Context: an optimization exercise on an open-source flow, tuned for small area and a short achievable clock period. The choices shown serve that exercise and are no tape-out recipe.
Where RTL was checked, it was by simulation tests only, not by an equivalence proof against the original.
No functional check of the RTL was part of runs 2 to 4.

==> flow/design.v, too long to show whole: its modules and the start of the top module <==
// module osc_bank: 135 lines
// module osc_mac_s: 734 lines
// module osc_mac_c: 782 lines
module osc_bank #(
    parameter N      = 16,
    parameter D      = 4,
    parameter ADDR_W = 5
) (
    input  wire              clk,
    input  wire              rst,            
    input  wire [ADDR_W-1:0] address,
    input  wire              select,         
    input  wire [3:0]        mask,
    input  wire [15:0]       data_in,
    input  wire              write_enable,
    input  wire              update,
    output reg  [15:0]       data_out,
    output wire              write_error,
    output wire              read_error
);
  // ...
==> flow/run.sh <==
#!/bin/bash
# synth_recipe.tcl (not shown) runs the flow's synth.tcl, then flattens the netlist and writes it again
# the make line also repeats each setting of config.mk as NAME=value (left out here)
make -C /OpenROAD-flow-scripts/flow DESIGN_CONFIG=/design/flow/config.mk WORK_HOME=/design/flow/orfs CLKGATE_MAP_FILE= SYNTH_SCRIPT=/design/flow/synth_recipe.tcl finish
==> flow/config.mk <==
export PLATFORM = sky130hd
export DESIGN_NAME = osc_bank
export DESIGN_NICKNAME = osc_bank
export VERILOG_FILES = /design/flow/design.v
export SDC_FILE = /design/flow/constraint.sdc
export NUM_CORES = 4
export LEC_CHECK = 0
export CAP_MARGIN = 20
export CELL_PAD_IN_SITES_DETAIL_PLACEMENT = 1
export CELL_PAD_IN_SITES_GLOBAL_PLACEMENT = 2
export CORE_MARGIN = 2
export CORE_UTILIZATION = 25
export PLACE_DENSITY = 0.4
export SLEW_MARGIN = 20
==> flow/constraint.sdc <==
create_clock -name core_clock -period 13.0 [get_ports {clk}]
set_input_delay 2.6000 -clock core_clock [delete_from_list [all_inputs] [get_ports {clk}]]
set_output_delay 2.6000 -clock core_clock [all_outputs]
set_load 0.01 [all_outputs]
==> out/metrics.yaml, run 1 <==
hold_ws_ns: 0.214
dr.pass1.iters: 5
crit_chain: "buf_2 -> buf_4 -> nor2_1 -> nand2_2 -> o32ai_4 -> inv_2 -> ha_1 -> ha_1 -> nand2_1 -> o32ai_4 -> nand3_2 -> or4_1 -> o221ai_1 -> clkdlybuf4s50_1"
multi_input_area_share: 0.351
yosysMostFrequentCell: "edfxtp_1"
status: "complete, no violations"
synth_top_family_by_area: "adder cells"
synth_cells: 5635
die_x_microns: 534
multi_input_area_sq_um: 28800
maxSlewHeadroom: 0.232
worstMarginPinSlew_ns: 1.13
min_period_ns: 10.74
routedLengthMet1_microns: 150000
cp_num_buf_inv: 4
cp-start-kind: "input port"
drc: 0
place_congestion: 0.775
clock_area_frac: 0.0711
maxSlewViolCount: 0
htreeDepth: 4
nMultiInputCombCells: 3418
setup_ws_ns: 2.26
grt.busiest_layer: "met2"
clk_pin_slew_ns: 0.06
finalHoldViolations: 0
cts_num_sinks: 1400
cp-endpoint: "data_out[14]"
finClkSkew_ns: 0.126
rsz0062_at_grt: "false"
layout_commonest_cell: "edfxtp_1"
dp_hpwl_microns: 203000
cts_tree: "built"
place_area_sq_um: 76200
grt_pass1_wl_microns: 457000
syn_area_per_cell_sq_um: 12.5
grt_max_degree: 59
synthFlopType: "edfxtp_1"
use_met2: 0.398
first_iter_violations: 3673
==> module osc_bank, before the edit <==
module osc_bank #(
    parameter N      = 16,
    parameter D      = 4,
    parameter ADDR_W = 5
) (
    input  wire              clk,
    input  wire              rst,            
    input  wire [ADDR_W-1:0] address,
    input  wire              select,         
    input  wire [3:0]        mask,
    input  wire [15:0]       data_in,
    input  wire              write_enable,
    input  wire              update,
    output reg  [15:0]       data_out,
    output wire              write_error,
    output wire              read_error
);
    localparam [1:0] W_RAMP = 2'b00, W_SQUARE = 2'b01, W_TRI = 2'b10, W_SINE = 2'b11;
    reg [15:0] inc_r   [0:15];
    reg [15:0] acc_r   [0:15];
    reg [1:0]  wave_r  [0:15];
    reg        dir_r   [0:15];
    reg [15:0] sin_r   [0:15];
    reg [15:0] cos_r   [0:15];
    reg        zr_r    [0:15];    
    reg        zs_r    [0:15];
    reg [3:0]  pval_r  [0:15];
    reg [3:0]  pmask_r [0:15];
    reg [3:0] cursor;
    reg        p0_v, p1_v, p2_v, p3_v;
    reg [3:0]  p0_t, p1_t, p2_t, p3_t;
    reg [15:0] p0_inc, p0_sin, p0_cos;
    reg [15:0] p1_s, p1_c, p2_s, p2_c, p3_s, p3_c;
    wire        busy   = (cursor != 4'd0);
    wire        svc    = busy | update;
    wire [15:0] s_inc  = inc_r[cursor];
    wire [15:0] s_acc  = acc_r[cursor];
    wire [1:0]  s_wave = wave_r[cursor];
    wire        s_dir  = dir_r[cursor];
    wire [3:0]  s_pv   = pval_r[cursor];
    wire [3:0]  s_pm   = pmask_r[cursor];
    wire        s_zr   = zr_r[cursor];
    wire        s_zs   = zs_r[cursor];
    wire [15:0] s_sin  = s_zr ? 16'h0000 : sin_r[cursor];
    wire [15:0] s_cos  = s_zr ? {s_zs, 15'h4000} : cos_r[cursor];
    wire        s_tri  = (s_wave == W_TRI);
    wire [16:0] step   = s_tri ? {s_inc, 1'b0} : {1'b0, s_inc};
    wire [16:0] sum    = {1'b0, s_acc} + step;
    wire        ovf    = sum[16];
    wire        dir1   = s_dir ^ (ovf & s_tri);
    wire        rr     = s_pm[0] & s_pv[0];
    wire [1:0]  wave2  = (s_wave & ~s_pm[3:2]) | (s_pv[3:2] & s_pm[3:2]);
    wire        dir2   = s_pm[1] ? s_pv[1] : dir1;
    wire [15:0] acc2   = rr ? 16'h0000 : sum[15:0];
    wire        issue  = svc & (s_wave == W_SINE) & ~rr;
    wire [15:0] ld_acc  = rst ? 16'h0000 : acc2;
    wire [1:0]  ld_wave = rst ? W_RAMP : wave2;
    wire        ld_dir  = ~rst & dir2;
    wire        ld_zs   = ~rst & dir2;
    wire [15:0] new_sin, new_cos;
    osc_mac_s u_mac_s (.x(p0_cos),  .y(p0_inc), .a(p0_sin), .r(new_sin));
    osc_mac_c u_mac_c (.x(~p0_sin), .y(p0_inc), .a(p0_cos), .r(new_cos));
    wire addr_ok = ~address[4];
    wire wr_ok   = write_enable & addr_ok;
    assign write_error = write_enable & ~addr_ok;
    assign read_error  = ~addr_ok;
    wire [15:0] ld_inc = rst ? 16'h0000 : data_in;
    genvar x;
    generate
        for (x = 0; x < 16; x = x + 1) begin : g_osc
            wire serviced = (cursor == x) & ((x != 0) | update);
            wire wb_here  = p3_v & (p3_t == x);
            wire wr_here  = wr_ok & (address[3:0] == x);
            always @(posedge clk) begin
                if (rst | serviced) begin
                    acc_r[x]  <= ld_acc;
                    wave_r[x] <= ld_wave;
                    dir_r[x]  <= ld_dir;
                end
                if (rst | (serviced & rr)) begin
                    zr_r[x] <= 1'b1;
                    zs_r[x] <= ld_zs;
                end else if (wb_here) begin
                    zr_r[x] <= 1'b0;
                end
                if (wb_here) begin
                    sin_r[x] <= p3_s;
                    cos_r[x] <= p3_c;
                end
                if (rst | (wr_here & ~select))
                    inc_r[x] <= ld_inc;
                if (rst) begin
                    pval_r[x]  <= 4'b0000;
                    pmask_r[x] <= 4'b0000;
                end else if (wr_here & select) begin
                    pval_r[x]  <= (pval_r[x] & ~mask) | (data_in[3:0] & mask);
                    pmask_r[x] <= (serviced ? 4'b0000 : pmask_r[x]) | mask;
                end else if (serviced) begin
                    pmask_r[x] <= 4'b0000;
                end
            end
        end
    endgenerate
    always @(posedge clk) begin
        p0_v <= ~rst & issue;
        p1_v <= ~rst & p0_v;
        p2_v <= ~rst & p1_v;
        p3_v <= ~rst & p2_v;
        p0_t   <= cursor;
        p0_inc <= s_inc;
        p0_sin <= s_sin;
        p0_cos <= s_cos;
        p1_t <= p0_t;  p1_s <= new_sin; p1_c <= new_cos;
        p2_t <= p1_t;  p2_s <= p1_s;    p2_c <= p1_c;
        p3_t <= p2_t;  p3_s <= p2_s;    p3_c <= p2_c;
    end
    always @(posedge clk) begin
        if (rst)
            cursor <= 4'd0;
        else if (svc)
            cursor <= cursor + 4'd1;
    end
    wire [3:0]  r_idx  = address[3:0];
    wire [15:0] r_acc  = acc_r[r_idx];
    wire        r_dir  = dir_r[r_idx];
    wire [1:0]  r_wave = wave_r[r_idx];
    wire [15:0] r_sin  = zr_r[r_idx] ? 16'h0000 : sin_r[r_idx];
    always @(*) begin
        case (r_wave)
            W_RAMP, W_TRI: data_out = (r_acc ^ {16{r_dir}}) + {15'b0, r_dir};
            W_SQUARE:      data_out = {r_acc[15] ^ r_dir, 15'b0};
            default:       data_out = r_sin;
        endcase
    end
endmodule
==> run 2, diff against run 1 <==
--- a/flow/design.v
+++ b/flow/design.v
@@ -12,137 +12,201 @@
     input  wire              write_enable,
     input  wire              update,
     output reg  [15:0]       data_out,
     output wire              write_error,
     output wire              read_error
 );
     localparam [1:0] W_RAMP = 2'b00, W_SQUARE = 2'b01, W_TRI = 2'b10, W_SINE = 2'b11;
     reg [15:0] inc_r   [0:15];
-    reg [15:0] acc_r   [0:15];
+    reg [15:0] disp_r  [0:15];    
+    reg        sq_r    [0:15];    
     reg [1:0]  wave_r  [0:15];
     reg        dir_r   [0:15];
     reg [15:0] sin_r   [0:15];
     reg [15:0] cos_r   [0:15];
     reg        zr_r    [0:15];    
     reg        zs_r    [0:15];
     reg [3:0]  pval_r  [0:15];
     reg [3:0]  pmask_r [0:15];
     reg [3:0] cursor;
+    reg [15:0] q_inc, q_disp, q_sin, q_cos;
+    reg [1:0]  q_wave;
+    reg        q_dir;
+    reg [3:0]  q_pv, q_pm;
     reg        p0_v, p1_v, p2_v, p3_v;
     reg [3:0]  p0_t, p1_t, p2_t, p3_t;
-    reg [15:0] p0_inc, p0_sin, p0_cos;
+    reg [15:0] p0_sa, p0_sb, p0_ca, p0_cb;
+    reg        p0_sc, p0_cc;
     reg [15:0] p1_s, p1_c, p2_s, p2_c, p3_s, p3_c;
+    wire addr_ok = ~address[4];
+    wire wr_ok   = write_enable & addr_ok;
+    wire wr_inc  = wr_ok & ~select;
+    wire wr_wfdr = wr_ok & select;
+    assign write_error = write_enable & ~addr_ok;
+    assign read_error  = ~addr_ok;
     wire        busy   = (cursor != 4'd0);
     wire        svc    = busy | update;
-    wire [15:0] s_inc  = inc_r[cursor];
-    wire [15:0] s_acc  = acc_r[cursor];
-    wire [1:0]  s_wave = wave_r[cursor];
-    wire        s_dir  = dir_r[cursor];
-    wire [3:0]  s_pv   = pval_r[cursor];
-    wire [3:0]  s_pm   = pmask_r[cursor];
-    wire        s_zr   = zr_r[cursor];
-    wire        s_zs   = zs_r[cursor];
-    wire [15:0] s_sin  = s_zr ? 16'h0000 : sin_r[cursor];
-    wire [15:0] s_cos  = s_zr ? {s_zs, 15'h4000} : cos_r[cursor];
-    wire        s_tri  = (s_wave == W_TRI);
-    wire [16:0] step   = s_tri ? {s_inc, 1'b0} : {1'b0, s_inc};
-    wire [16:0] sum    = {1'b0, s_acc} + step;
-    wire        ovf    = sum[16];
-    wire        dir1   = s_dir ^ (ovf & s_tri);
-    wire        rr     = s_pm[0] & s_pv[0];
-    wire [1:0]  wave2  = (s_wave & ~s_pm[3:2]) | (s_pv[3:2] & s_pm[3:2]);
-    wire        dir2   = s_pm[1] ? s_pv[1] : dir1;
-    wire [15:0] acc2   = rr ? 16'h0000 : sum[15:0];
-    wire        issue  = svc & (s_wave == W_SINE) & ~rr;
-    wire [15:0] ld_acc  = rst ? 16'h0000 : acc2;
+    wire        s_tri  = (q_wave == W_TRI);
+    wire [16:0] step   = s_tri ? {q_inc, 1'b0} : {1'b0, q_inc};
+    wire [15:0] s_m    = q_disp ^ {16{q_dir}};
+    wire [16:0] sum    = {1'b0, s_m} + step + {16'b0, q_dir};
+    wire        ovf    = sum[16] ^ (q_dir & (q_disp == 16'h0000));
+    wire        dir1   = q_dir ^ (ovf & s_tri);
+    wire [15:0] ka     = s_m ^ step[15:0] ^ {16{~q_dir}};
+    wire [15:0] kb     = (s_m & step[15:0]) | ({16{~q_dir}} & (s_m | step[15:0]));
+    wire [15:0] sumd   = ka + {kb[14:0], 1'b0};
+    wire        rr     = q_pm[0] & q_pv[0];
+    wire [1:0]  wave2  = (q_wave & ~q_pm[3:2]) | (q_pv[3:2] & q_pm[3:2]);
+    wire        dir2   = q_pm[1] ? q_pv[1] : dir1;
+    wire [15:0] disp2  = rr ? 16'h0000 : (dir2 ? ~sumd : sum[15:0]);
+    wire        sq2    = rr ? dir2 : (sum[15] ^ dir2);
+    wire        issue  = svc & (q_wave == W_SINE) & ~rr;
+    wire [15:0] ld_disp = rst ? 16'h0000 : disp2;
+    wire        ld_sq   = ~rst & sq2;
     wire [1:0]  ld_wave = rst ? W_RAMP : wave2;
     wire        ld_dir  = ~rst & dir2;
     wire        ld_zs   = ~rst & dir2;
-    wire [15:0] new_sin, new_cos;
-    osc_mac_s u_mac_s (.x(p0_cos),  .y(p0_inc), .a(p0_sin), .r(new_sin));
-    osc_mac_c u_mac_c (.x(~p0_sin), .y(p0_inc), .a(p0_cos), .r(new_cos));
-    wire addr_ok = ~address[4];
-    wire wr_ok   = write_enable & addr_ok;
-    assign write_error = write_enable & ~addr_ok;
-    assign read_error  = ~addr_ok;
-    wire [15:0] ld_inc = rst ? 16'h0000 : data_in;
+    wire [15:0] ld_inc  = rst ? 16'h0000 : data_in;
+    wire [15:0] m_sa, m_sb, m_ca, m_cb;
+    wire        m_sc, m_cc;
+    osc_mac_s u_mac_s (.x(q_cos),  .y(q_inc), .a(q_sin), .ra(m_sa), .rb(m_sb), .rc(m_sc));
+    osc_mac_c u_mac_c (.x(~q_sin), .y(q_inc), .a(q_cos), .ra(m_ca), .rb(m_cb), .rc(m_cc));
+    wire [3:0] cn = cursor + 4'd1;
+    wire [15:0] f_inc  = (wr_inc & (address[3:0] == cn)) ? data_in : inc_r[cn];
+    wire [3:0]  f_pv   = (wr_wfdr & (address[3:0] == cn)) ? ((pval_r[cn] & ~mask) | (data_in[3:0] & mask)) : pval_r[cn];
+    wire [3:0]  f_pm   = (wr_wfdr & (address[3:0] == cn)) ? (pmask_r[cn] | mask) : pmask_r[cn];
+    wire [15:0] f_sin  = zr_r[cn] ? 16'h0000 : sin_r[cn];
+    wire [15:0] f_cos  = zr_r[cn] ? {zs_r[cn], 15'h4000} : cos_r[cn];
+    wire        hit0   = (address[3:0] == 4'd0);
+    wire [15:0] g0_inc = (wr_inc & hit0) ? data_in : inc_r[0];
+    wire [3:0]  g0_pv  = (wr_wfdr & hit0) ? ((pval_r[0] & ~mask) | (data_in[3:0] & mask)) : pval_r[0];
+    wire [3:0]  g0_pm  = (wr_wfdr & hit0) ? (pmask_r[0] | mask) : pmask_r[0];
+    wire [15:0] g0_sin = zr_r[0] ? 16'h0000 : sin_r[0];
+    wire [15:0] g0_cos = zr_r[0] ? {zs_r[0], 15'h4000} : cos_r[0];
+    wire        hit1   = (address[3:0] == 4'd1);
+    wire [15:0] g1_inc = (wr_inc & hit1) ? data_in : inc_r[1];
+    wire [3:0]  g1_pv  = (wr_wfdr & hit1) ? ((pval_r[1] & ~mask) | (data_in[3:0] & mask)) : pval_r[1];
+    wire [3:0]  g1_pm  = (wr_wfdr & hit1) ? (pmask_r[1] | mask) : pmask_r[1];
+    wire [15:0] g1_sin = zr_r[1] ? 16'h0000 : sin_r[1];
+    wire [15:0] g1_cos = zr_r[1] ? {zs_r[1], 15'h4000} : cos_r[1];
     genvar x;
     generate
         for (x = 0; x < 16; x = x + 1) begin : g_osc
             wire serviced = (cursor == x) & ((x != 0) | update);
             wire wb_here  = p3_v & (p3_t == x);
-            wire wr_here  = wr_ok & (address[3:0] == x);
+            wire wr_here  = address[3:0] == x;
             always @(posedge clk) begin
                 if (rst | serviced) begin
-                    acc_r[x]  <= ld_acc;
+                    disp_r[x] <= ld_disp;
+                    sq_r[x]   <= ld_sq;
                     wave_r[x] <= ld_wave;
                     dir_r[x]  <= ld_dir;
                 end
                 if (rst | (serviced & rr)) begin
                     zr_r[x] <= 1'b1;
                     zs_r[x] <= ld_zs;
                 end else if (wb_here) begin
                     zr_r[x] <= 1'b0;
                 end
                 if (wb_here) begin
                     sin_r[x] <= p3_s;
                     cos_r[x] <= p3_c;
                 end
-                if (rst | (wr_here & ~select))
+                if (rst | (wr_inc & wr_here))
                     inc_r[x] <= ld_inc;
                 if (rst) begin
                     pval_r[x]  <= 4'b0000;
                     pmask_r[x] <= 4'b0000;
-                end else if (wr_here & select) begin
+                end else if (wr_wfdr & wr_here) begin
                     pval_r[x]  <= (pval_r[x] & ~mask) | (data_in[3:0] & mask);
                     pmask_r[x] <= (serviced ? 4'b0000 : pmask_r[x]) | mask;
                 end else if (serviced) begin
                     pmask_r[x] <= 4'b0000;
                 end
             end
         end
     endgenerate
     always @(posedge clk) begin
+        if (rst) begin
+            q_inc  <= 16'h0000;
+            q_disp <= 16'h0000;
+            q_wave <= W_RAMP;
+            q_dir  <= 1'b0;
+            q_pv   <= 4'b0000;
+            q_pm   <= 4'b0000;
+            q_sin  <= 16'h0000;
+            q_cos  <= 16'h4000;
+        end else if (busy) begin
+            q_inc  <= f_inc;
+            q_disp <= disp_r[cn];
+            q_wave <= wave_r[cn];
+            q_dir  <= dir_r[cn];
+            q_pv   <= f_pv;
+            q_pm   <= f_pm;
+            q_sin  <= f_sin;
+            q_cos  <= f_cos;
+        end else if (update) begin
+            q_inc  <= g1_inc;
+            q_disp <= disp_r[1];
+            q_wave <= wave_r[1];
+            q_dir  <= dir_r[1];
+            q_pv   <= g1_pv;
+            q_pm   <= g1_pm;
+            q_sin  <= g1_sin;
+            q_cos  <= g1_cos;
+        end else begin
+            q_inc  <= g0_inc;
+            q_disp <= disp_r[0];
+            q_wave <= wave_r[0];
+            q_dir  <= dir_r[0];
+            q_pv   <= g0_pv;
+            q_pm   <= g0_pm;
+            q_sin  <= g0_sin;
+            q_cos  <= g0_cos;
+        end
+    end
+    always @(posedge clk) begin
         p0_v <= ~rst & issue;
         p1_v <= ~rst & p0_v;
         p2_v <= ~rst & p1_v;
         p3_v <= ~rst & p2_v;
-        p0_t   <= cursor;
-        p0_inc <= s_inc;
-        p0_sin <= s_sin;
-        p0_cos <= s_cos;
-        p1_t <= p0_t;  p1_s <= new_sin; p1_c <= new_cos;
+        p0_t  <= cursor;
+        p0_sa <= m_sa; p0_sb <= m_sb; p0_sc <= m_sc;
+        p0_ca <= m_ca; p0_cb <= m_cb; p0_cc <= m_cc;
+        p1_t <= p0_t;  p1_s <= p0_sa + p0_sb + {15'b0, p0_sc};
+                       p1_c <= p0_ca + p0_cb + {15'b0, p0_cc};
         p2_t <= p1_t;  p2_s <= p1_s;    p2_c <= p1_c;
         p3_t <= p2_t;  p3_s <= p2_s;    p3_c <= p2_c;
     end
     always @(posedge clk) begin
         if (rst)
             cursor <= 4'd0;
         else if (svc)
-            cursor <= cursor + 4'd1;
-    end
-    wire [3:0]  r_idx  = address[3:0];
-    wire [15:0] r_acc  = acc_r[r_idx];
-    wire        r_dir  = dir_r[r_idx];
-    wire [1:0]  r_wave = wave_r[r_idx];
-    wire [15:0] r_sin  = zr_r[r_idx] ? 16'h0000 : sin_r[r_idx];
-    always @(*) begin
-        case (r_wave)
-            W_RAMP, W_TRI: data_out = (r_acc ^ {16{r_dir}}) + {15'b0, r_dir};
-            W_SQUARE:      data_out = {r_acc[15] ^ r_dir, 15'b0};
-            default:       data_out = r_sin;
-        endcase
+            cursor <= cn;
     end
+    wire [15:0] o_word [0:15];
+    generate
+        for (x = 0; x < 16; x = x + 1) begin : g_out
+            wire show_sin  = (wave_r[x] == W_SINE) & ~zr_r[x];
+            wire show_ramp = ~wave_r[x][0];
+            wire show_sq   = (wave_r[x] == W_SQUARE) & sq_r[x];
+            assign o_word[x] = ({16{show_sin}} & sin_r[x]) | ({16{show_ramp}} & disp_r[x]) |
+                               {show_sq, 15'b0};
+        end
+    endgenerate
+    always @(*) data_out = o_word[address[3:0]];
 endmodule
 module osc_mac_s (
     input  wire [15:0] x,
     input  wire [15:0] y,
     input  wire [15:0] a,
-    output wire [15:0] r
+    output wire [15:0] ra,
+    output wire [15:0] rb,
+    output wire        rc
 );
     wire t1, t2, t3, t4, t5, t6, t7, t8, t9, t10, t11, t12, t13, t14, t15, t16, t17, t18, t19, t20, t21, t22, t23, t24, t25, t26, t27, t28, t29, t30, t31, t32, t33, t34, t35, t36, t37, t38, t39, t40, t41, t42, t43, t44, t45, t46, t47, t48, t49, t50, t51, t52, t53, t54, t55, t56, t57, t58, t59, t60, t61, t62, t63, t64, t65, t66, t67, t68, t69, t70, t71, t72, t73, t74, t75, t76, t77, t78, t79, t80, t81, t82, t83, t84, t85, t86, t87, t88, t89, t90, t91, t92, t93, t94, t95, t96, t97, t98, t99, t100, t101, t102, t103, t104, t105, t106, t107, t108, t109, t110, t111, t112, t113, t114, t115, t116, t117, t118, t119, t120, t121, t122, t123, t124, t125, t126, t127, t128, t129, t130, t131, t132, t133, t134, t135, t136, t137, t138, t139, t140, t141, t142, t143, t144, t145, t146, t147, t148, t149, t150, t151, t152, t153, t154, t155, t156, t157, t158, t159, t160, t161, t162, t163, t164, t165, t166, t167, t168, t169, t170, t171, t172, t173, t174, t175, t176, t177, t178, t179, t180, t181, t182, t183, t184, t185, t186, t187, t188, t189, t190, t191, t192, t193, t194, t195, t196, t197, t198, t199, t200, t201, t202, t203, t204, t205, t206, t207, t208, t209, t210, t211, t212, t213, t214, t215, t216, t217, t218, t219, t220, t221, t222, t223, t224, t225, t226, t227, t228, t229, t230, t231, t232, t233, t234, t235, t236, t237, t238, t239, t240, t241, t242, t243, t244, t245, t246, t247, t248, t249, t250, t251, t252, t253, t254, t255, t256, t257, t258, t259, t260, t261, t262, t263, t264, t265, t266, t267, t268, t269, t270, t271, t272, t273, t274, t275, t276, t277, t278, t279, t280, t281, t282, t283, t284, t285, t286, t287, t288, t289, t290, t291, t292, t293, t294, t295, t296, t297, t298, t299, t300, t301, t302, t303, t304, t305, t306, t307, t308, t309, t310, t311, t312, t313, t314, t315, t316, t317, t318, t319, t320, t321, t322, t323, t324, t325, t326, t327, t328, t329, t330, t331, t332, t333, t334, t335, t336, t337, t338, t339, t340, t341, t342, t343, t344, t345, t346, t347, t348, t349, t350, t351, t352, t353, t354, t355, t356, t357, t358, t359, t360, t361, t362, t363, t364, t365, t366, t367, t368, t369, t370, t371, t372, t373, t374, t375, t376, t377, t378, t379, t380, t381, t382, t383, t384, t385, t386, t387, t388, t389, t390, t391, t392, t393, t394, t395, t396, t397, t398, t399, t400, t401, t402, t403, t404, t405, t406, t407, t408, t409, t410, t411, t412, t413, t414, t415, t416, t417, t418, t419, t420, t421, t422, t423, t424, t425, t426, t427, t428, t429, t430, t431, t432, t433, t434, t435, t436, t437, t438, t439, t440, t441, t442, t443, t444, t445, t446, t447, t448, t449, t450, t451, t452, t453, t454, t455, t456, t457, t458, t459, t460, t461, t462, t463, t464, t465, t466, t467, t468, t469, t470, t471, t472, t473, t474, t475, t476, t477, t478, t479, t480, t481, t482, t483, t484, t485, t486, t487, t488, t489, t490, t491, t492, t493, t494, t495, t496, t497, t498, t499, t500, t501, t502, t503, t504, t505, t506, t507, t508, t509, t510, t511, t512, t513, t514, t515, t516, t517, t518, t519, t520, t521, t522, t523, t524, t525, t526, t527, t528, t529, t530, t531, t532, t533, t534, t535, t536, t537, t538, t539, t540, t541, t542, t543, t544, t545, t546, t547, t548, t549, t550, t551, t552, t553, t554, t555, t556, t557, t558, t559, t560, t561, t562, t563, t564, t565, t566, t567, t568, t569, t570, t571, t572, t573, t574, t575, t576, t577, t578, t579, t580, t581, t582, t583, t584, t585, t586, t587, t588, t589, t590, t591, t592, t593, t594, t595, t596, t597, t598, t599, t600, t601, t602, t603, t604, t605, t606, t607, t608, t609, t610, t611, t612, t613, t614, t615, t616, t617, t618, t619, t620, t621, t622, t623, t624, t625, t626, t627, t628, t629, t630, t631, t632, t633, t634, t635, t636, t637, t638, t639, t640, t641, t642, t643, t644, t645, t646, t647, t648, t649, t650, t651, t652, t653, t654, t655, t656, t657, t658, t659, t660, t661, t662, t663, t664, t665, t666, t667, t668, t669, t670, t671, t672, t673, t674, t675, t676, t677, t678, t679, t680, t681, t682, t683, t684, t685, t686, t687, t688, t689, t690, t691, t692, t693, t694, t695, t696, t697, t698, t699, t700, t701, t702, t703, t704, t705, t706, t707, t708, t709, t710, t711, t712, t713, t714, t715, t716, t717, t718, t719, t720, t721, t722;
     assign t1 = (x[0] & y[0]);
     assign t2 = (x[1] & y[0]);
     assign t3 = (x[0] & y[1]);
     assign t4 = (x[2] & y[0]);
     assign t5 = (x[1] & y[1]);
     assign t6 = (x[0] & y[2]);
@@ -859,24 +923,28 @@
     assign t717 = t661 ^ t608 ^ t660;
     assign t718 = (t661 & t608) | (t661 & t660) | (t608 & t660);
     assign t719 = t270 ^ t271 ^ t662;
     assign t720 = (t270 & t271) | (t270 & t662) | (t271 & t662);
     assign t721 = 1'b1 ^ t272;
     assign t722 = 1'b1 & t272;
     wire [31:0] sa = {t721, t719, t717, t715, t713, t711, t709, t707, t705, t703, t701, t699, t697, t695, t693, t691, t689, t687, t685, t683, t681, t679, t677, t675, t673, t671, t669, t667, t665, t663, t2, t1};
     wire [31:0] sb = {t720, t718, t716, t714, t712, t710, t708, t706, t704, t702, t700, t698, t696, t694, t692, t690, t688, t686, t684, t682, t680, t678, t676, t674, t672, t670, t668, t666, t664, t6, t3, 1'b0};
-    wire [31:0] sum = sa + sb;
-    assign r = sum[31:16];
+    wire [16:0] lo = {1'b0, sa[15:0]} + {1'b0, sb[15:0]};
+    assign ra = sa[31:16];
+    assign rb = sb[31:16];
+    assign rc = lo[16];
 endmodule
 module osc_mac_c (
     input  wire [15:0] x,
     input  wire [15:0] y,
     input  wire [15:0] a,
-    output wire [15:0] r
+    output wire [15:0] ra,
+    output wire [15:0] rb,
+    output wire        rc
 );
     wire t1, t2, t3, t4, t5, t6, t7, t8, t9, t10, t11, t12, t13, t14, t15, t16, t17, t18, t19, t20, t21, t22, t23, t24, t25, t26, t27, t28, t29, t30, t31, t32, t33, t34, t35, t36, t37, t38, t39, t40, t41, t42, t43, t44, t45, t46, t47, t48, t49, t50, t51, t52, t53, t54, t55, t56, t57, t58, t59, t60, t61, t62, t63, t64, t65, t66, t67, t68, t69, t70, t71, t72, t73, t74, t75, t76, t77, t78, t79, t80, t81, t82, t83, t84, t85, t86, t87, t88, t89, t90, t91, t92, t93, t94, t95, t96, t97, t98, t99, t100, t101, t102, t103, t104, t105, t106, t107, t108, t109, t110, t111, t112, t113, t114, t115, t116, t117, t118, t119, t120, t121, t122, t123, t124, t125, t126, t127, t128, t129, t130, t131, t132, t133, t134, t135, t136, t137, t138, t139, t140, t141, t142, t143, t144, t145, t146, t147, t148, t149, t150, t151, t152, t153, t154, t155, t156, t157, t158, t159, t160, t161, t162, t163, t164, t165, t166, t167, t168, t169, t170, t171, t172, t173, t174, t175, t176, t177, t178, t179, t180, t181, t182, t183, t184, t185, t186, t187, t188, t189, t190, t191, t192, t193, t194, t195, t196, t197, t198, t199, t200, t201, t202, t203, t204, t205, t206, t207, t208, t209, t210, t211, t212, t213, t214, t215, t216, t217, t218, t219, t220, t221, t222, t223, t224, t225, t226, t227, t228, t229, t230, t231, t232, t233, t234, t235, t236, t237, t238, t239, t240, t241, t242, t243, t244, t245, t246, t247, t248, t249, t250, t251, t252, t253, t254, t255, t256, t257, t258, t259, t260, t261, t262, t263, t264, t265, t266, t267, t268, t269, t270, t271, t272, t273, t274, t275, t276, t277, t278, t279, t280, t281, t282, t283, t284, t285, t286, t287, t288, t289, t290, t291, t292, t293, t294, t295, t296, t297, t298, t299, t300, t301, t302, t303, t304, t305, t306, t307, t308, t309, t310, t311, t312, t313, t314, t315, t316, t317, t318, t319, t320, t321, t322, t323, t324, t325, t326, t327, t328, t329, t330, t331, t332, t333, t334, t335, t336, t337, t338, t339, t340, t341, t342, t343, t344, t345, t346, t347, t348, t349, t350, t351, t352, t353, t354, t355, t356, t357, t358, t359, t360, t361, t362, t363, t364, t365, t366, t367, t368, t369, t370, t371, t372, t373, t374, t375, t376, t377, t378, t379, t380, t381, t382, t383, t384, t385, t386, t387, t388, t389, t390, t391, t392, t393, t394, t395, t396, t397, t398, t399, t400, t401, t402, t403, t404, t405, t406, t407, t408, t409, t410, t411, t412, t413, t414, t415, t416, t417, t418, t419, t420, t421, t422, t423, t424, t425, t426, t427, t428, t429, t430, t431, t432, t433, t434, t435, t436, t437, t438, t439, t440, t441, t442, t443, t444, t445, t446, t447, t448, t449, t450, t451, t452, t453, t454, t455, t456, t457, t458, t459, t460, t461, t462, t463, t464, t465, t466, t467, t468, t469, t470, t471, t472, t473, t474, t475, t476, t477, t478, t479, t480, t481, t482, t483, t484, t485, t486, t487, t488, t489, t490, t491, t492, t493, t494, t495, t496, t497, t498, t499, t500, t501, t502, t503, t504, t505, t506, t507, t508, t509, t510, t511, t512, t513, t514, t515, t516, t517, t518, t519, t520, t521, t522, t523, t524, t525, t526, t527, t528, t529, t530, t531, t532, t533, t534, t535, t536, t537, t538, t539, t540, t541, t542, t543, t544, t545, t546, t547, t548, t549, t550, t551, t552, t553, t554, t555, t556, t557, t558, t559, t560, t561, t562, t563, t564, t565, t566, t567, t568, t569, t570, t571, t572, t573, t574, t575, t576, t577, t578, t579, t580, t581, t582, t583, t584, t585, t586, t587, t588, t589, t590, t591, t592, t593, t594, t595, t596, t597, t598, t599, t600, t601, t602, t603, t604, t605, t606, t607, t608, t609, t610, t611, t612, t613, t614, t615, t616, t617, t618, t619, t620, t621, t622, t623, t624, t625, t626, t627, t628, t629, t630, t631, t632, t633, t634, t635, t636, t637, t638, t639, t640, t641, t642, t643, t644, t645, t646, t647, t648, t649, t650, t651, t652, t653, t654, t655, t656, t657, t658, t659, t660, t661, t662, t663, t664, t665, t666, t667, t668, t669, t670, t671, t672, t673, t674, t675, t676, t677, t678, t679, t680, t681, t682, t683, t684, t685, t686, t687, t688, t689, t690, t691, t692, t693, t694, t695, t696, t697, t698, t699, t700, t701, t702, t703, t704, t705, t706, t707, t708, t709, t710, t711, t712, t713, t714, t715, t716, t717, t718, t719, t720, t721, t722, t723, t724, t725, t726, t727, t728, t729, t730, t731, t732, t733, t734, t735, t736, t737, t738, t739, t740, t741, t742, t743, t744, t745, t746, t747, t748, t749, t750, t751, t752, t753, t754, t755, t756, t757, t758, t759, t760, t761, t762, t763, t764, t765, t766, t767, t768, t769, t770;
     assign t1 = (x[0] & y[0]);
     assign t2 = y[0];
     assign t3 = (x[1] & y[0]);
     assign t4 = (x[0] & y[1]);
     assign t5 = y[1];
     assign t6 = (x[2] & y[0]);
@@ -1641,11 +1709,13 @@
     assign t765 = t707 ^ t652 ^ t706;
     assign t766 = (t707 & t652) | (t707 & t706) | (t652 & t706);
     assign t767 = t286 ^ t287 ^ t708;
     assign t768 = (t286 & t287) | (t286 & t708) | (t287 & t708);
     assign t769 = 1'b1 ^ t288;
     assign t770 = 1'b1 & t288;
     wire [31:0] sa = {t769, t767, t765, t763, t761, t759, t757, t755, t753, t751, t749, t747, t745, t743, t741, t739, t737, t735, t733, t731, t729, t727, t725, t723, t721, t719, t717, t715, t713, t711, t709, t1};
     wire [31:0] sb = {t768, t766, t764, t762, t760, t758, t756, t754, t752, t750, t748, t746, t744, t742, t740, t738, t736, t734, t732, t730, t728, t726, t724, t722, t720, t718, t716, t714, t712, t710, t5, t2};
-    wire [31:0] sum = sa + sb;
-    assign r = sum[31:16];
+    wire [16:0] lo = {1'b0, sa[15:0]} + {1'b0, sb[15:0]};
+    assign ra = sa[31:16];
+    assign rb = sb[31:16];
+    assign rc = lo[16];
 endmodule
==> run 2 against run 1 <==
Non-clock buffer count up 52. Die area up 7.9%. Critical path depth down 6. Maximum frequency up 14%. Hold slack better by 0.11 ns. Synthesized area up 8.0%. Clock skew down 0.041 ns.
==> out/metrics.yaml, run 2 <==
status: "complete, no violations"  # unchanged
row_count: 202  # was 194
dr.pass1.iters: 7  # was 5
numCtsBuffers: 186  # was 177
postRouteAntennaNets: 0  # unchanged
drc: 0  # unchanged
synth-edff-count: 1104  # was 1088
maxSlewViolCount: 0  # unchanged
grt_use_total: 0.269  # was 0.230
synthTopCellsByCount: "edfxtp_1, inv_1, nand2_1"  # was edfxtp_1, a22oi_1, fa_1, inv_1, nand2_1
core-area_sq_um: 303000  # was 280000 sq um
cp-start-kind: "input port"  # unchanged
path_common_cell: "clkdlybuf4s50_1"
post_drt_wl_per_cell_microns: 39.5  # was 34.8 microns
finalHoldViolations: 0  # unchanged
area_delta_synth_final_pct: 16.4  # was 16.6%
dp_hpwl_microns: 267000  # was 203000 microns
clock_latency_ns: 0.89  # about the same
cts_hold_buf: 0  # unchanged
cts_tree: "built"  # unchanged
worst_ep_arrival_time_ns: 6.84  # was 8.14 ns
dieArea_sq_um: 308000  # was 286000 sq um
ctsResizeCount: 0  # unchanged
setup_tns_ns: 0  # unchanged
grt_pass1_vias: 59300  # was 53.2k
nNetsFinal: 7069  # was 6275
layout_commonest_cell: "edfxtp_1"  # unchanged
via_count: 56900  # was 49.2k
ys_warn_count: 12  # was 11
die_x_microns: 555  # was 534 microns
finClkSkew_ns: 0.0847  # was 0.126 ns
min_period_ns: 9.44  # was 10.74 ns
cp_slowest_stage_delay_ns: 0.89  # was 0.80 ns
synthFlopType: "edfxtp_1"  # unchanged
grt_max_degree: 92  # was 59
crit_chain: "clkdlybuf4s50_1 -> nor2_1 -> nand3_1 -> buf_4 -> o22ai_1 -> nor4_1 -> a21oi_1 -> clkdlybuf4s50_1"  # was buf_2 -> buf_4 -> nor2_1 -> nand2_2 -> o32ai_4 -> inv_2 -> ha_1 -> ha_1 -> nand2_1 -> o32ai_4 -> nand3_2 -> or4_1 -> o221ai_1 -> clkdlybuf4s50_1
crit_path_start: "address[1]"  # was address[2]
ys_ff_latch: 1509  # was 1400
grt-ovfl-total: 0  # unchanged
syn_area_sq_um: 76000  # was 70300 sq um
yosysTopAreaCell: "edfxtp_1"  # unchanged
via_per_inst: 5.36  # was 5.14
clk_pin_slew_ns: 0.06  # about the same
synth_fp_nets: 6963  # was 6208
pin_count: 48  # unchanged
clock.fmax_mhz: 106  # was 93.1 MHz
wl_microns: 420000  # was 333000 microns
drive_gt1_frac: 0.108  # about the same
yosysMostFrequentCell: "edfxtp_1"  # unchanged
syn_area_per_cell_sq_um: 11.9  # was 12.5 sq um
rsz0062_at_grt: "false"  # unchanged
worstMarginPinSlew_ns: 1.25  # was 1.13 ns
cp_num_buf_inv: 3  # was 4
initial_core_util: 0.251  # was 0.252
synthTopCellsByArea: "edfxtp_1, fa_1, dfxtp_1"  # unchanged
maxSlewHeadroom: 0.169  # was 0.232
grt_pass1_wl_microns: 560000  # was 457000 microns
numPortBuffers: 47  # unchanged
required_ns: 10.40  # about the same
htreeDepth: 4  # unchanged
antenna_found_initial: 51  # was 19
setup_viol_count_final: 0  # unchanged
hold_path.startpoint: "p0_t[2]$_DFF_P_"  # was p2_c[13]$_DFF_P_
hold_path_class: "reg2reg"  # unchanged
first_iter_violations: 5854  # was 3673
finalCritPeriodShare: 0.726  # was 0.826
cts_num_sinks: 1509  # was 1400
crit_slowest_cell: "nand3_1"  # was nand2_2
cts-root-buf: "clkbuf_16"  # unchanged
die_h_microns: 555  # was 534 microns
synth_cell_type_count: 82  # was 96
path_class: "in2out"  # unchanged
final_cell_mix: "edfxtp_1, inv_1, nand2_1"  # was edfxtp_1, a22oi_1, inv_1, fa_1, nand2_1
endpoint_kind: "output port"  # unchanged
cts_max_path_buffers: 4  # unchanged
yosysSeqAreaShare: 0.543  # was 0.553
crit_family: "buffers and inverters"  # unchanged
final_core_util: 0.292  # was 0.293
synth_cells: 6372  # was 5635
place_congestion: 0.821  # was 0.775
async_reset_ff_frac: 0  # unchanged
synth_top_area_share: 0.436  # was 0.464
maxCapViolCount: 0  # unchanged
r2r_start: "cursor[0]$_SDFFE_PP0N_"  # unchanged
critPathMaxFanout: 11  # was 44
post-cts-setup-buffers: 0  # unchanged
==> run 2: logic make-up after synthesis <==
group | share of synthesized area
fa+ha+maj | 0.135
flops | 0.543
buf+inv | 0.0459
simple gates | 0.113
xor+xnor | 0.0101
mux | 0.0122
compound gates | 0.141
==> run 2: routing by layer <==
layer | GRT usage | routed length [microns]
met1 | 0.380 | 194000
met2 | 0.432 | 193000
met3 | 0.0345 | 21700
met4 | 0.0642 | 11400
met5 | 0 | 52
==> run 2: metrics by stage <==
step | cells | hold slack (ns) | worst slack (ns) | area (sq um)
2_1_floorplan | 6372 | 0.310 | 6.26 | 76000
3_3_place_gp | 10300 | 0.312 | 3.59 | 82400
3_5_place_dp | 10300 | 0.313 | 3.56 | 82500
4_1_cts | 10600 | 0.327 | 3.54 | 88400
5_1_grt | 10600 | 0.339 | 3.52 | 88400
6_report | 10600 | 0.323 | 3.56 | 88500
==> run 2: worst register-to-register path, stage by stage, from the launching register on <==
cell and delay, ns:
dfxtp_1 0.58, ha_1 0.55, nor2b_1 0.63, a31o_2 0.51
and2_4 0.64, buf_4 0.67, buf_4 0.78, a22oi_1 0.18
nand3_1 0.19, a211oi_1 0.08, a211oi_2 1.02
==> run 2: path summary, 6_finish.rpt <==
path,endpoint,slack [ns],cells after the start
worst max-delay path,data_out[15],3.56,8
worst min-delay path,p1_t[2]$_DFF_P_,0.32,0
worst max register to register,q_disp[0]$_SDFF_PP0_,6.87,10
worst min register to register,p1_t[2]$_DFF_P_,0.32,0
==> run 2: final cells by class <==
type	count	area, sq um
antenna	19	47.5
clock buffer	251	5150
clock inverter	88	726
fill	32700	214000
inverter	489	1840
multi-input combinational	3968	31800
sequential	1509	41300
tap	3978	4980
timing repair buffer	324	2620
==> run 3, diff against run 2 <==
--- a/flow/config.mk
+++ b/flow/config.mk
@@ -10,5 +10,6 @@
 export CELL_PAD_IN_SITES_GLOBAL_PLACEMENT = 2
 export CORE_MARGIN = 2
-export CORE_UTILIZATION = 25
-export PLACE_DENSITY = 0.4
+export CORE_UTILIZATION = 55
+export PLACE_DENSITY = 0.7
+export SETUP_SLACK_MARGIN = 5
 export SLEW_MARGIN = 20
==> run 3 against run 2 <==
Die area down 54%. Critical path depth decreased by 1. Sequential share of layout area up 2.2 points. Flip-flop and latch count stayed put. Wire length fell by 26%. Global-route usage up 17 points. Critical path type unchanged. Critical endpoint is now data_out[3]. Highest routed layer unchanged.
==> out/metrics.yaml, run 3 <==
nNetsFinal: 6988  # was 7069
syn_area_sq_um: 76000  # unchanged
synthTopCellsByArea: "edfxtp_1, fa_1, dfxtp_1"  # unchanged
min_period_ns: 8.05  # was 9.44 ns
endpoint_kind: "output port"  # unchanged
setup_tns_ns: 0  # unchanged
pre_cts_slack_ns: 4.48  # was 3.56 ns
layout_commonest_cell: "edfxtp_1"  # unchanged
first_iter_violations: 8750  # was 5854
pin_count: 48  # unchanged
worst-r2r-setup-slack_ns: 7.39  # was 6.87 ns
ys_ff_latch: 1509  # unchanged
worst_ep_arrival_time_ns: 5.45  # was 6.84 ns
post-cts-setup-buffers: 0  # unchanged
crit_slowest_cell: "clkdlybuf4s50_1"  # was nand3_1
ys_warn_count: 12  # unchanged
antenna_found_initial: 17  # was 51
wl_microns: 309000  # was 420000 microns
numPortBuffers: 47  # unchanged
synth_cells: 6372  # unchanged
row_count: 136  # was 202
synth-edff-count: 1104  # unchanged
grt_use_total: 0.437  # was 0.269
status: "complete, no violations"  # unchanged
initial_core_util: 0.553  # was 0.251
hold_ws_ns: 0.320  # was 0.323 ns
hold_path_class: "reg2reg"  # unchanged
r2r.worst_path.cells: 11  # was 10
cp-start-kind: "input port"  # unchanged
fillers: 13600  # was 32.7k
crit_chain: "clkdlybuf4s15_1 -> or4_1 -> buf_4 -> o21ai_0 -> nor4_1 -> a21oi_2 -> clkdlybuf4s50_1"  # was clkdlybuf4s50_1 -> nor2_1 -> nand3_1 -> buf_4 -> o22ai_1 -> nor4_1 -> a21oi_1 -> clkdlybuf4s50_1
numCtsBuffers: 160  # was 186
post_drt_wl_per_cell_microns: 37.1  # was 39.5 microns
synthTopCellsByCount: "edfxtp_1, inv_1, nand2_1"  # unchanged
rsz0062_at_grt: "true"  # was false
die_x_microns: 376  # was 555 microns
final_cell_mix: "edfxtp_1, inv_1, nand2_1"  # unchanged
clock.fmax_mhz: 124  # was 106 MHz
clk_pin_slew_ns: 0.07  # was 0.06 ns
setup_ws_ns: 4.95  # was 3.56 ns
critPathMaxFanout: 33  # was 11
synthFlopType: "edfxtp_1"  # unchanged
grt-ovfl-total: 0  # unchanged
dpl.cell_count: 8029  # was 10.3k
finClkSkew_ns: 0.0387  # was 0.0847 ns
maxSlewHeadroom: 0.184  # was 0.169
maxCapViolCount: 0  # unchanged
die_h_microns: 376  # was 555 microns
finalHoldViolations: 0  # unchanged
fin_cells: 8339  # was 10.6k
async_reset_ff_frac: 0  # unchanged
syn_area_per_cell_sq_um: 11.9  # unchanged
synth_top_area_share: 0.436  # unchanged
via_count: 59300  # was 56.9k
area_delta_synth_final_pct: 11.2  # was 16.4%
cts_num_sinks: 1509  # unchanged
via_per_inst: 7.11  # was 5.36
cts_tree: "built"  # unchanged
htreeDepth: 4  # unchanged
setup_viol_count_final: 0  # unchanged
dp_hpwl_microns: 188000  # was 267000 microns
path_class: "in2out"  # unchanged
yosysSeqAreaShare: 0.543  # unchanged
finalCritPeriodShare: 0.619  # was 0.726
clock_latency_ns: 0.85  # was 0.89 ns
synth_fp_nets: 6963  # unchanged
grt_pass1_vias: 61100  # was 59.3k
worstMarginPinSlew_ns: 1.22  # was 1.25 ns
synth_cell_type_count: 82  # unchanged
postRouteAntennaNets: 0  # unchanged
required_ns: 10.40  # about the same
grt_max_degree: 63  # was 92
yosysMostFrequentCell: "edfxtp_1"  # unchanged
core-area_sq_um: 137000  # was 303000 sq um
cts-root-buf: "clkbuf_16"  # unchanged
yosysTopAreaCell: "edfxtp_1"  # unchanged
drive_gt1_frac: 0.0900  # was 0.108
cp_slowest_stage_delay_ns: 0.65  # was 0.89 ns
hold_depth: 0  # unchanged
drc: 0  # unchanged
cts_hold_buf: 0  # unchanged
dieArea_sq_um: 141000  # was 308000 sq um
cts_max_path_buffers: 3  # was 4
maxSlewViolCount: 0  # unchanged
place_congestion: 1.01  # was 0.821
grt_pass1_wl_microns: 439000  # was 560000 microns
dr.pass1.iters: 12  # was 7
## run 3: cell counts after synthesis
Identical to the previous run, type by type.
## run 3: routing by layer
layer,vias to the layer above,GRT usage,wire length (microns)
met2,4515,0.690,141000
met4,16,0.224,19300
met1,30400,0.555,111000
met3,1239,0.119,38200
met5,-,0,116
li1,23100,-,-
## run 3: worst max-delay path: cells and delay by family
| kind | cells | cell delay, ns |
|---|---|---|
| compound gates | 2 | 0.68 |
| simple gates | 2 | 0.73 |
| buf+inv | 3 | 1.39 |
## run 3: final cells by class
type	instances	area, sq um	share of cell area
Antenna cell	12	30.0	0.000355
Clock buffer	222	4420	0.0523
Clock inverter	76	930	0.0110
Inverter	489	1840	0.0217
Multi-Input combinational cell	3968	31600	0.374
Sequential cell	1509	41300	0.488
Tap cell	1794	2240	0.0266
Timing Repair Buffer	269	2130	0.0253
## run 3: path summary, 6_finish.rpt
check / start / end
setup / recovery: address[3] / data_out[3]
hold / removal: p1_c[12]$_DFF_P_ / p2_c[12]$_DFF_P_
hold reg to reg: p1_c[12]$_DFF_P_ / p2_c[12]$_DFF_P_
setup reg to reg: cursor[0]$_SDFFE_PP0N_ / q_cos[14]$_SDFF_PP1_
## run 3: logic make-up after synthesis
kind of cell,synth area share
and+or+nand+nor,0.113
AOI/OAI and AO/OA,0.141
DFF,0.543
buffers and inverters,0.0459
adders and majority gates,0.135
muxes,0.0122
xor gates and xnor gates,0.0101
## run 3: through the flow
| stage | instance area (sq um) | utilization |
|---|---|---|
| after floorplan | 76000 | - |
| after global placement | 79000 | 0.576 |
| after detailed placement | 79000 | 0.576 |
| after CTS | 84400 | 0.615 |
| after global routing | 84500 | 0.615 |
| final | 84500 | 0.615 |
## run 3: what timing repair did
action / in CTS / in global routing
pin swaps: 1 / 1
setup endpoints to repair: 13 / 9
gates cloned: 0 / 0
gates resized for setup: 11 / 7
==> run 4, diff against run 3 <==
--- a/flow/design.v
+++ b/flow/design.v
@@ -37,5 +37,5 @@
     reg [15:0] p0_sa, p0_sb, p0_ca, p0_cb;
     reg        p0_sc, p0_cc;
-    reg [15:0] p1_s, p1_c, p2_s, p2_c, p3_s, p3_c;
+    reg [15:0] p1_s, p2_s, p3_s;
     wire addr_ok = ~address[4];
     wire wr_ok   = write_enable & addr_ok;
@@ -71,4 +71,5 @@
     osc_mac_s u_mac_s (.x(q_cos),  .y(q_inc), .a(q_sin), .ra(m_sa), .rb(m_sb), .rc(m_sc));
     osc_mac_c u_mac_c (.x(~q_sin), .y(q_inc), .a(q_cos), .ra(m_ca), .rb(m_cb), .rc(m_cc));
+    wire [15:0] new_cos = p0_ca + p0_cb + {15'b0, p0_cc};
     wire [3:0] cn = cursor + 4'd1;
     wire [15:0] f_inc  = (wr_inc & (address[3:0] == cn)) ? data_in : inc_r[cn];
@@ -94,4 +95,5 @@
             wire serviced = (cursor == x) & ((x != 0) | update);
             wire wb_here  = p3_v & (p3_t == x);
+            wire wc_here  = p0_v & (p0_t == x);
             wire wr_here  = address[3:0] == x;
             always @(posedge clk) begin
@@ -108,8 +110,8 @@
                     zr_r[x] <= 1'b0;
                 end
-                if (wb_here) begin
+                if (wb_here)
                     sin_r[x] <= p3_s;
-                    cos_r[x] <= p3_c;
-                end
+                if (wc_here)
+                    cos_r[x] <= new_cos;
                 if (rst | (wr_inc & wr_here))
                     inc_r[x] <= ld_inc;
@@ -174,7 +176,6 @@
         p0_ca <= m_ca; p0_cb <= m_cb; p0_cc <= m_cc;
         p1_t <= p0_t;  p1_s <= p0_sa + p0_sb + {15'b0, p0_sc};
-                       p1_c <= p0_ca + p0_cb + {15'b0, p0_cc};
-        p2_t <= p1_t;  p2_s <= p1_s;    p2_c <= p1_c;
-        p3_t <= p2_t;  p3_s <= p2_s;    p3_c <= p2_c;
+        p2_t <= p1_t;  p2_s <= p1_s;
+        p3_t <= p2_t;  p3_s <= p2_s;
     end
     always @(posedge clk) begin
==> flow/flow/run.sh (new file) <==
#!/bin/bash
# Standard layout, with the port buffers made from buf_4 cells instead of
# the flow's default pick (a slow delay buffer), and timing repair asked
# for more margin. Each tool's output goes to standard.log in this folder.
set -euo pipefail
export BUFFER_PORTS_ARGS="-buffer_cell sky130_fd_sc_hd__buf_4"
bash standard.sh > standard.log 2>&1
==> flow/standard.sh (new file) <==
#!/bin/bash
# synth_recipe.tcl (not shown) runs the flow's synth.tcl, then flattens the netlist and writes it again
# the make line also repeats each setting of config.mk as NAME=value (left out here)
make -C /OpenROAD-flow-scripts/flow DESIGN_CONFIG=/design/flow/config.mk WORK_HOME=/design/flow/orfs CLKGATE_MAP_FILE= SYNTH_SCRIPT=/design/flow/synth_recipe.tcl "${@:-finish}"
removed: flow/run.sh
==> run 4 against run 3 <==
Clock-buffer cell count fell by 8. Still clean. Wire length rose by 0.52%. Via count decreased by 1.2%. Largest cell class unchanged. Flip-flop and latch count decreased by 48. Non-clock buffer count down 13. Utilization fell by 0.32 points. Synthesized cell count decreased by 2.0%.
==> out/metrics.yaml, run 4 <==
synthFlopType: "edfxtp_1"  # unchanged
nNetsFinal: 6834  # was 6988
postRouteAntennaNets: 0  # unchanged
synth_cells: 6245  # was 6372
cp-start-kind: "input port"  # unchanged
via_per_inst: 7.18  # was 7.11
async_reset_ff_frac: 0  # unchanged
first_iter_violations: 9640  # was 8750
initial_core_util: 0.552  # was 0.553
layout_commonest_cell: "edfxtp_1"  # unchanged
die_x_microns: 372  # was 376 microns
critPathMaxFanout: 18  # was 33
finClkSkew_ns: 0.0431  # was 0.0387 ns
cts-root-buf: "clkbuf_16"  # unchanged
grt_use_total: 0.447  # was 0.437
crit_chain: "buf_4 -> nor2_1 -> nand2_2 -> o22ai_1 -> nor4_1 -> a21oi_1 -> buf_4"  # was clkdlybuf4s15_1 -> or4_1 -> buf_4 -> o21ai_0 -> nor4_1 -> a21oi_2 -> clkdlybuf4s50_1
required_ns: 10.40  # about the same
syn_area_per_cell_sq_um: 11.9  # about the same
final_cell_mix: "edfxtp_1, inv_1, a21oi_1"  # was edfxtp_1, inv_1, nand2_1
dpl.cell_count: 7866  # was 8029
crit_slowest_cell: "nand2_2"  # was clkdlybuf4s50_1
cts_hold_buf: 0  # unchanged
maxCapViolCount: 0  # unchanged
via_count: 58600  # was 59.3k
synth_fp_nets: 6836  # was 6963
multi_input_area_sq_um: 31200  # was 31600 sq um
row_count: 135  # was 136
dp_hpwl_microns: 187000  # was 188000 microns
antenna_found_initial: 16  # was 17
pre_cts_slack_ns: 5.47  # was 4.48 ns
ys_warn_count: 12  # unchanged
path_class: "in2out"  # unchanged
min_period_ns: 7.93  # was 8.05 ns
dieArea_sq_um: 138000  # was 141000 sq um
cts_tree: "built"  # unchanged
endpoint_kind: "output port"  # unchanged
grt_pass1_wl_microns: 433000  # was 439000 microns
clk_pin_slew_ns: 0.06  # was 0.07 ns
place_congestion: 0.961  # was 1.01
yosysSeqAreaShare: 0.541  # was 0.543
area_delta_synth_final_pct: 11.0  # was 11.2%
status: "complete, no violations"  # unchanged
pin_count: 48  # unchanged
htreeDepth: 4  # unchanged
syn_area_sq_um: 74500  # was 76000 sq um
clock.fmax_mhz: 126  # was 124 MHz
ctsResizeCount: 0  # was 11
wl_microns: 311000  # was 309000 microns
core-area_sq_um: 135000  # was 137000 sq um
synth_top_area_share: 0.445  # was 0.436
grt_max_degree: 77  # was 63
yosysMostFrequentCell: "edfxtp_1"  # unchanged
finalCritPeriodShare: 0.610  # was 0.619
numPortBuffers: 47  # unchanged
worst_ep_arrival_time_ns: 5.33  # was 5.45 ns
dr.pass1.iters: 10  # was 12
synth-edff-count: 1104  # unchanged
maxSlewViolCount: 0  # unchanged
drc: 0  # unchanged
worstMarginPinSlew_ns: 1.32  # was 1.22 ns
path_common_cell: "buf_4"
setup_ws_ns: 5.07  # was 4.95 ns
seqCellArea_sq_um: 40300  # was 41300 sq um
ys_ff_latch: 1461  # was 1509
clock_latency_ns: 0.83  # was 0.85 ns
synth_cell_type_count: 75  # was 82
drive_gt1_frac: 0.0971  # was 0.0900
finalHoldViolations: 0  # unchanged
grt_pass1_vias: 59800  # was 61.1k
post_drt_wl_per_cell_microns: 38.1  # was 37.1 microns
die_h_microns: 372  # was 376 microns
maxSlewHeadroom: 0.117  # was 0.184
grt-ovfl-total: 0  # unchanged
setup_tns_ns: 0  # unchanged
numCtsBuffers: 154  # was 160
post-cts-setup-buffers: 0  # unchanged
cp_slowest_stage_delay_ns: 0.72  # was 0.65 ns
cts_num_sinks: 1461  # was 1509
synthTopCellsByArea: "edfxtp_1, fa_1, dfxtp_1"  # unchanged
setup_viol_count_final: 0  # unchanged
fillers: 13300  # was 13.6k
cts_max_path_buffers: 3  # unchanged
fin_cells: 8160  # was 8339
synthTopCellsByCount: "edfxtp_1, inv_1, a21oi_1"  # was edfxtp_1, inv_1, nand2_1
yosysTopAreaCell: "edfxtp_1"  # unchanged
rsz0062_at_grt: "false"  # was true
hold_path_class: "reg2reg"  # unchanged
run 4: cell types whose count changed in the layout (fill, tap and decap cells not counted), sizes merged, moves of 18 or more:
cell and delta:
a222oi +49, mux2i -66, a221oi -61, nand3 +34, a21oi +18, a22o -52, nand2 -58, a211oi +19
dfxtp -48, o22ai -55, buf +30, a22oi +90, a41o +18, clkdlybuf4s50 -33
run 4: area by class of cell:
type                    instances  share of cell area
multi-input cells            3886               0.378
well taps                    1781              0.0270
inverters                     484              0.0220
repair buffers                256              0.0239
clock buffers                 214              0.0508
flip-flops and latches       1461               0.488
diodes                          6            0.000182
clock inverters                72              0.0105
run 4: cell families (layout without fill, tap and decap cells):
| family | count (synthesis) | count (layout) | synth area share |
|---|---|---|---|
| AO/OA/AOI/OAI | 1563 | 1563 | 0.144 |
| other | 0 | 6 | 0 |
| flip-flops | 1461 | 1461 | 0.541 |
| XOR/XNOR | 98 | 98 | 0.0115 |
| adder cells (fa/ha/maj) | 561 | 561 | 0.138 |
| buffers and inverters | 898 | 1026 | 0.0470 |
| multiplexers | 26 | 26 | 0.00383 |
| AND/OR/NAND/NOR | 1638 | 1638 | 0.115 |
run 4: stage by stage:
stage	area (sq um)	hold slack, ns	utilization
floorplan	74500	0.310	-
global placement	77400	0.311	0.573
detailed placement	77400	0.313	0.574
CTS	82500	0.306	0.611
global route	82600	0.326	0.612
finish	82600	0.312	0.612
run 4: path summary, 6_finish.rpt:
kind | endpoint | slack [ns] | start | cells past startpoint
setup reg to reg | p0_cc$_DFF_P_ | 7.51 | q_sin[6]$_SDFF_PP0_ | 14
hold reg to reg | p3_s[9]$_DFF_P_ | 0.31 | p2_s[9]$_DFF_P_ | 0
setup / recovery | data_out[5] | 5.07 | address[3] | 7
hold / removal | p3_s[9]$_DFF_P_ | 0.31 | p2_s[9]$_DFF_P_ | 0
run 4: per-layer routing:
layer	vias to the layer above	share of wire	GRT usage
li1	22600	-	-
met1	29700	0.36	0.587
met2	4952	0.43	0.662
met3	1243	0.14	0.144
met4	14	0.063	0.236
met5	-	0.00047	0.00490
run 4: worst max-delay path, delay by kind of cell:
family          cells  cell delay [ns]
buf+inv             2             0.41
compound gates      2             1.10
simple gates        3             1.20

re-timing with driven ports:
In the flow no input, the clock included, has a driving cell. The finished layouts below were timed again as built, in two steps.
Step 1 assumes that a clkbuf_16 drives the clock port and a buf_2 every other input.
Step 2 also shifts input and output timing later by t, the mid clock arrival at the registers, as if the neighbouring blocks saw the same clock.
Slacks: no drivers / after step 1 / after step 2; pairs: no drivers / after step 1.
run | shift t [ns] | setup WS [ns] | worst setup path at the end | pins driven straight from the clock port
run 1 | 0.924 | 2.261 / 2.234 / 2.234 | input to output | 1
run 2 | 0.943 | 3.563 / 3.390 / 3.390 | input to output | 1
run 3 | 0.921 | 4.951 / 4.841 / 4.841 | input to output | 1
run 4 | 0.903 | 5.071 / 5.025 / 5.025 | input to output | 1
After both steps setup and hold are still met in every run listed. The setup slack of run 2, which loses most, moves by -0.173 ns with the drivers and by -0.173 ns with both steps.
